From an optimization exercise on the open Yosys and OpenROAD flow, aimed at small area, a short achievable clock period and few clock cycles; shortcuts taken in it are not production practice. The RTL was checked by simulation tests, not by an equivalence proof against the original design. No activity file was given, so power comes from the tool's default toggle rates.

== try-maple ==
==> flow/design.v (excerpt) <==
module bfi_decoder (
    input  wire         clk,
    input  wire         rst,
    input  wire         req_valid,
    output wire         req_ready,
    input  wire [7:0]   req_cmd,
    input  wire [15:0]  req_len,
    input  wire [39:0]  req_fields,
    input  wire [4:0]   req_p,
    input  wire [127:0] req_widths,
    input  wire [15:0]  req_n,
    input  wire [63:0]  req_ts,
    output wire         mem_req,
    output wire [15:0]  mem_addr,
    input  wire         mem_gnt,
    input  wire [7:0]   mem_rdata,
    output wire         ang_valid,
    input  wire         ang_ready,
    output wire [15:0]  ang_data,
    output reg          resp_valid,
    output wire [3:0]   resp_status,
    output wire [63:0]  resp_data,
    output wire [4:0]   resp_p,
    output wire [15:0]  resp_n,
    output wire [127:0] resp_widths,
    output wire [5:0]   resp_dtn,
    output wire [23:0]  err_required,
    output wire [18:0]  err_available,
    output wire [7:0]   err_given,
    output wire [3:0]   err_allowed
);
Settings: LEC_CHECK=0, CAP_MARGIN=20, CORE_MARGIN=2, CORE_UTILIZATION=40, SLEW_MARGIN=20; clock period 15.0 ns.
standard.sh (not shown) runs the stock make flow with config.mk's settings and CLKGATE_MAP_FILE= SYNTH_SCRIPT=/design/flow/synth_recipe.tcl, a recipe that flattens the netlist after the stock synthesis.
==> flow/flow/run.sh <==
#!/bin/bash
# Standard ORFS layout, with two changes to how it is made:
#  - the I/O ports are buffered with buf_1 (then resized by repair) instead of
#    the default delay-buffer cell;
#  - timing repair keeps working until the setup slack reaches the margin, past
#    the 15 ns clock.
set -euo pipefail
bash standard.sh "BUFFER_PORTS_ARGS=-buffer_cell sky130_fd_sc_hd__buf_1" \
    SETUP_SLACK_MARGIN=${MARGIN:-10.7} finish > standard.log 2>&1
Testbench counts of try-maple, summed over its fixed seeds: cycles 66,096.
Input changes introduced in try-quartz (baseline for comparison: try-maple):
# try-maple
export LEC_CHECK = 0
export CAP_MARGIN = 20
export CORE_MARGIN = 2
export CORE_UTILIZATION = 40
export SLEW_MARGIN = 20
create_clock -name core_clock -period 15.0 [get_ports {clk}]
# try-quartz
export LEC_CHECK = 0
export CAP_MARGIN = 20
export CORE_MARGIN = 2
export CORE_UTILIZATION = 40
export CTS_CLUSTER_DIAMETER = 80
export CTS_CLUSTER_SIZE = 20
export SLEW_MARGIN = 20
create_clock -name core_clock -period 15.0 [get_ports {clk}]
-- flow/flow/run.sh --
<<< try-maple, line 8
bash standard.sh "BUFFER_PORTS_ARGS=-buffer_cell sky130_fd_sc_hd__buf_1" \
    SETUP_SLACK_MARGIN=${MARGIN:-10.7} finish > standard.log 2>&1
>>> try-quartz, line 8
bash standard.sh "BUFFER_PORTS_ARGS=-buffer_cell sky130_fd_sc_hd__buf_1" \
    SETUP_SLACK_MARGIN=${MARGIN:-10.5} finish > standard.log 2>&1
==> run notes <==
- Compared with try-maple, in try-quartz compound-gate portion of the synthesized area shows no meaningful change, register fraction of the total cell area went up 0.59 points, first-pass GRT wire length moved up.
- In the flow results for try-maple and try-quartz, the clock slew at the register clock pins of the worst setup and hold paths is larger on try-quartz.
- Between try-maple and try-quartz, the post-CTS setup repair buffer count is lower for try-quartz.
--- input diff try-quartz..try-juniper ---
-- flow/flow/run.sh --
<<< try-quartz, line 8
bash standard.sh "BUFFER_PORTS_ARGS=-buffer_cell sky130_fd_sc_hd__buf_1" \
    SETUP_SLACK_MARGIN=${MARGIN:-10.5} finish > standard.log 2>&1
>>> try-juniper, line 8
bash standard.sh "BUFFER_PORTS_ARGS=-buffer_cell sky130_fd_sc_hd__buf_1" \
    SETUP_SLACK_MARGIN=${MARGIN:-11} finish > standard.log 2>&1
--- outcome ---
Compared with try-quartz, try-juniper ends up with more cell area.
In try-juniper, the final critical-path required period came out 0.098 ns below the value in try-quartz.
Critical path data arrival time ends up higher on try-quartz.
diff inputs: try-juniper => try-fjord
# try-juniper
export LEC_CHECK = 0
export CAP_MARGIN = 20
export CORE_MARGIN = 2
export CORE_UTILIZATION = 40
export CTS_CLUSTER_DIAMETER = 80
export CTS_CLUSTER_SIZE = 20
export SLEW_MARGIN = 20
create_clock -name core_clock -period 15.0 [get_ports {clk}]
# try-fjord
export LEC_CHECK = 0
export CAP_MARGIN = 20
export CORE_MARGIN = 2
export CORE_UTILIZATION = 40
export SLEW_MARGIN = 20
create_clock -name core_clock -period 15.0 [get_ports {clk}]
Findings:
try-fjord vs try-juniper: non-clock buffer total of the final layout up in try-fjord
try-fjord vs. try-juniper: via count shows an increase of 0.69%; upper clock frequency limit climbed 1.2%; number of search-and-repair iterations in the first detailed-routing pass went up.
Compared try-fjord vs try-juniper, and net switching power is down in try-fjord.
Sequential share of layout area was higher in the run labelled try-juniper.
| switching share of power | try-fjord vs try-juniper | 1.5 points lower |
Going from try-juniper to try-fjord, final worst-path cycle share lower, fraction of power consumed by combinational cells lower.
Diff try-fjord and try-juniper: sequential group share of total power higher in try-juniper
The following lists how try-delta was set up differently from try-fjord:
# try-fjord
export LEC_CHECK = 0
export CAP_MARGIN = 20
export CORE_MARGIN = 2
export CORE_UTILIZATION = 40
export SLEW_MARGIN = 20
create_clock -name core_clock -period 15.0 [get_ports {clk}]
# try-delta
export LEC_CHECK = 0
export CAP_MARGIN = 20
export CORE_MARGIN = 2
export CORE_UTILIZATION = 40
export CTS_CLUSTER_DIAMETER = 80
export CTS_CLUSTER_SIZE = 20
export SLEW_MARGIN = 20
create_clock -name core_clock -period 15.0 [get_ports {clk}]
-- flow/flow/run.sh --
<<< try-fjord, line 8
bash standard.sh "BUFFER_PORTS_ARGS=-buffer_cell sky130_fd_sc_hd__buf_1" \
    SETUP_SLACK_MARGIN=${MARGIN:-11} finish > standard.log 2>&1
>>> try-delta, line 8
bash standard.sh "BUFFER_PORTS_ARGS=-buffer_cell sky130_fd_sc_hd__buf_1" \
    SETUP_SLACK_MARGIN=${MARGIN:-10.7} finish > standard.log 2>&1
--- outcome ---
- The highest routed metal layer comes out met4 in one run and met5 in the other, namely in try-delta and try-fjord respectively.
- Flop-to-flop setup slack: try-delta < try-fjord
- [compare] base=try-fjord new=try-delta: final area down about 10%; clock power saw a decrease; sequential-cell power consumption ~0 delta; setup slack saw a decrease.
- Portion of the clock cycle consumed by the worst path in the final layout delta (try-delta -> try-fjord): insignificant
diff inputs: try-delta => try-indigo
-- flow/flow/run.sh --
<<< try-delta, line 8
bash standard.sh "BUFFER_PORTS_ARGS=-buffer_cell sky130_fd_sc_hd__buf_1" \
    SETUP_SLACK_MARGIN=${MARGIN:-10.7} finish > standard.log 2>&1
>>> try-indigo, line 8
bash standard.sh "BUFFER_PORTS_ARGS=-buffer_cell sky130_fd_sc_hd__buf_1" \
    SETUP_SLACK_MARGIN=${MARGIN:-10.85} finish > standard.log 2>&1
## What came out
Diff try-delta..try-indigo | vertical die dimension | unchanged. Status: worst-skew pair later-pin latency parity (try-indigo, try-delta). Sort try-indigo and try-delta by overall routing resource usage, ascending, and try-delta comes first. try-indigo vs try-delta, highest signal layer in the routed design: met5 vs met4. Per the comparison of try-indigo with try-delta, number of cells traversed by the worst register-to-register path went down by 1; power went up by about 3%; number of buffers outside the clock class in the layout went up by about 30%; aggregate routed wire length went up by 4.4%. Where reg2reg setup slack is concerned, try-delta is outperformed by try-indigo. Placed wire-length estimate, try-indigo and try-delta, lower one = try-delta. try-delta vs try-indigo, capturing instance or port of the critical path: resp_data[36] vs resp_data[31]. A launching element of the worst setup path of data[31] is what try-indigo shows, while data[36] belongs to try-delta. Diff try-delta -> try-indigo: post-route worst setup slack shrank by 0.029 ns; clock network power share down 0.9 points.

==> separate check: timing with driven ports <==
The results above use ideal ports. As a check the final layouts listed here were re-extracted and re-timed, cells and wires unchanged.
Step 1 sets driving cells, clkbuf_16 on the clock port and buf_2 on the other inputs (assumed; they add their load-dependent delay and slew).
Step 2 moves the port delays by t, midway between the first and last clock arrival at a register: inputs arrive t later, outputs are due t later. That takes back most of the time a late clock gives input paths.
a / b / c = no drivers / after step 1 / after step 2; a / b = the first two.
run | t, ns | setup slack, ns | worst hold slack (ns) | worst data-port slew with drivers (ns)
try-maple | 0.621 | 10.716 / 10.655 / 10.169 | 0.485 / 0.485 / 0.485 | 0.11
try-quartz | 0.647 | 10.581 / 10.521 / 10.016 | 0.504 / 0.504 / 0.504 | 0.11
try-juniper | 0.657 | 10.679 / 10.620 / 10.333 | 0.507 / 0.507 / 0.507 | 0.14
try-fjord | 0.616 | 10.729 / 10.669 / 10.270 | 0.502 / 0.502 / 0.502 | 0.14
try-delta | 0.633 | 10.723 / 10.658 / 10.168 | 0.493 / 0.493 / 0.493 | 0.09
try-indigo | 0.639 | 10.694 / 10.629 / 10.278 | 0.506 / 0.506 / 0.506 | 0.09
After both steps setup and hold are still met in every run listed. The setup slack of try-quartz, which loses most, moves by -0.060 ns with the drivers and by -0.565 ns with both steps.
